What follows belongs to an exercise in optimizing a design on an open flow for small area; a production flow would make more cautious choices.
Function was checked by simulation only, so behaviour that the tests miss may differ from the original.

## fan_core
module fan_core (
  input  wire       clk,
  input  wire       rst,           
  input  wire       tick_us,       
  input  wire       ow_in,         
  output wire       ow_pull_low,   
  output reg        pwm_we,        
  output wire [7:0] pwm_raw,       
  output reg        st_presence,
  output reg        st_pos,
  output reg  [6:0] st_temp,
  output wire [2:0] st_idx
);
  reg  [4:0] step;    
  reg  [5:0] u;       
  reg  [6:0] s;       
  reg  [7:0] stg;     
  wire       op_rst, op_wr, op_rd, op_wait, op_sleep, op_last, op_prew, cap;
  wire [7:0] wbyte;
  wire [4:0] step_inc;
  fan_prog_rom u_rom (
    .step(step), .slot(s[2:0]),
    .op_rst(op_rst), .op_wr(op_wr), .op_rd(op_rd), .op_wait(op_wait),
    .op_sleep(op_sleep), .op_last(op_last), .op_prew(op_prew), .cap(cap), .wbyte(wbyte),
    .step_inc(step_inc)
  );
  fan_duty_sel u_sel (.pos(st_pos), .temp(st_temp), .idx(st_idx), .duty(pwm_raw));
  wire wr_bit   = wbyte[s[2:0]];
  wire u_last   = (u == 6'd59);
  wire slot_end = u_last & (s[2:0] == 3'd7);
  wire rst_end  = u_last & (s[3:0] == 4'd9);
  wire slp_end  = (u == 6'd39) & (s == 7'd66);
  wire op_end = op_wait  ? ow_in :
                op_rst   ? rst_end :
                op_sleep ? slp_end : slot_end;
  ...
Size in the first run: ~210 cells after synthesis, ~0.0017 mm^2 of cells after synthesis.
Settings: LEC_CHECK=0, CAP_MARGIN=20, CORE_MARGIN=2, CORE_UTILIZATION=40, SLEW_MARGIN=20; clock period 10.0 ns.
standard.sh (not shown) runs the stock make flow with config.mk's settings and CLKGATE_MAP_FILE= SYNTH_SCRIPT=/design/flow/synth_recipe.tcl, a recipe that flattens the netlist after the stock synthesis.
==> flow/flow/run.sh <==
#!/bin/bash
# Layout flow: the standard synthesis, then an area-driven re-mapping of
# the combinational logic only (every register kept as synthesis made it),
# then the standard ORFS layout with small port buffers and a clock tree
# without dummy loads. Each tool writes its full output to a log file here.
set -euo pipefail
R=orfs/results/sky130hd/fan_core/base
YOSYS=${YOSYS_EXE:-yosys}

bash standard.sh synth > log_1_synth.txt 2>&1
cp $R/1_2_yosys.v synth_standard.v

# Re-map the combinational cells for area (registers untouched).
LIB=$FLOW_HOME/platforms/sky130hd/lib/sky130_fd_sc_hd__tt_025C_1v80.lib
DU=$(sed -n '/^export DONT_USE_CELLS/,/^#/p' $FLOW_HOME/platforms/sky130hd/config.mk \
     | grep -o 'sky130_fd_sc_hd__[a-z0-9_]*' | sed 's/^/-dont_use /' | tr '\n' ' ')
FFS=$(grep -o '^ *sky130_fd_sc_hd__[a-z0-9_]*' synth_standard.v | sort -u | tr -d ' ' \
      | grep -E '__(e|s|se)?df|__dl' | tr '\n' ' ')
cat > reopt.ys <<EOS
read_liberty -overwrite -ignore_miss_func $LIB
blackbox $FFS
read_verilog synth_standard.v
hierarchy -top $FLOW_TOP
flatten
opt -full
abc -script $(pwd)/flow/area.abc -liberty $LIB $DU
opt_clean -purge
stat -liberty $LIB
write_verilog -noattr -noexpr synth_reopt.v
EOS
$YOSYS -c /dev/null > /dev/null 2>&1 || true
$YOSYS -s reopt.ys > log_1_reopt.txt 2>&1
cp synth_reopt.v $R/1_2_yosys.v
touch $R/1_2_yosys.v
rm -f $R/1_synth.odb $R/1_synth.sdc

export BUFFER_PORTS_ARGS="-buffer_cell sky130_fd_sc_hd__buf_1"
export CTS_ARGS="-sink_clustering_enable -repair_clock_nets -dont_use_dummy_load -sink_clustering_size 100 -sink_clustering_max_diameter 500 -buf_list sky130_fd_sc_hd__clkbuf_4 -root_buf sky130_fd_sc_hd__clkbuf_4"
bash standard.sh > log_2_layout.txt 2>&1
==> flow/flow/area.abc <==
strash
&get -n
&deepsyn -T 30 -S 2
&put
dch -f
map -a
strash
dch -f
map -a
Change:
==> flow/run.sh (new file) <==
#!/bin/bash
# synth_recipe.tcl (not shown) runs the flow's synth.tcl, then flattens the netlist and writes it again
# the make line also repeats each setting of config.mk as NAME=value (left out here)
make -C /OpenROAD-flow-scripts/flow DESIGN_CONFIG=/design/flow/config.mk WORK_HOME=/design/flow/orfs CLKGATE_MAP_FILE= SYNTH_SCRIPT=/design/flow/synth_recipe.tcl finish
removed: flow/flow/run.sh
removed: flow/flow/area.abc
removed: flow/standard.sh
=> Global-route usage went up by 0.64 points; cell area went up by 45%; hold slack hardly moves; final cell count went up by 29%.
Change:
- CORE_UTILIZATION: 40 -> 70
Result:
- clock-buffer cell count climbs by 1
- setup slack is worse by 0.14 ns
- wire length barely changes

-- re-timing with driven ports --
The flow's constraints put no driver on any port. The routed layouts listed below were extracted and timed again, unchanged, in two steps. Step 1 (the two cells are an assumption about what drives the block):
set clk [get_ports {clk}]
set_driving_cell -lib_cell sky130_fd_sc_hd__clkbuf_16 $clk
set_driving_cell -lib_cell sky130_fd_sc_hd__buf_2 [delete_from_list [all_inputs] $clk]
Step 2 also shifts input and output timing later by t, the mid clock arrival at the registers, as if the neighbouring blocks saw the same clock. Slacks: ideal / step 1 / step 2; pairs: ideal / step 1.
run | t, ns | slack for setup (ns) | hold WS [ns] | worst register clock-pin slew, ns | pins driven straight from the clock port
the first run | 0.343 | 5.364 / 5.338 / 5.615 | 0.429 / 0.429 / 0.429 | 0.11 / 0.11 | 1
the second run | 0.315 | 4.895 / 4.867 / 5.182 | 0.432 / 0.432 / 0.432 | 0.08 / 0.08 | 1
the third run | 0.372 | 4.754 / 4.728 / 5.100 | 0.440 / 0.440 / 0.440 | 0.11 / 0.11 | 1
After both steps setup and hold are still met in every run listed.
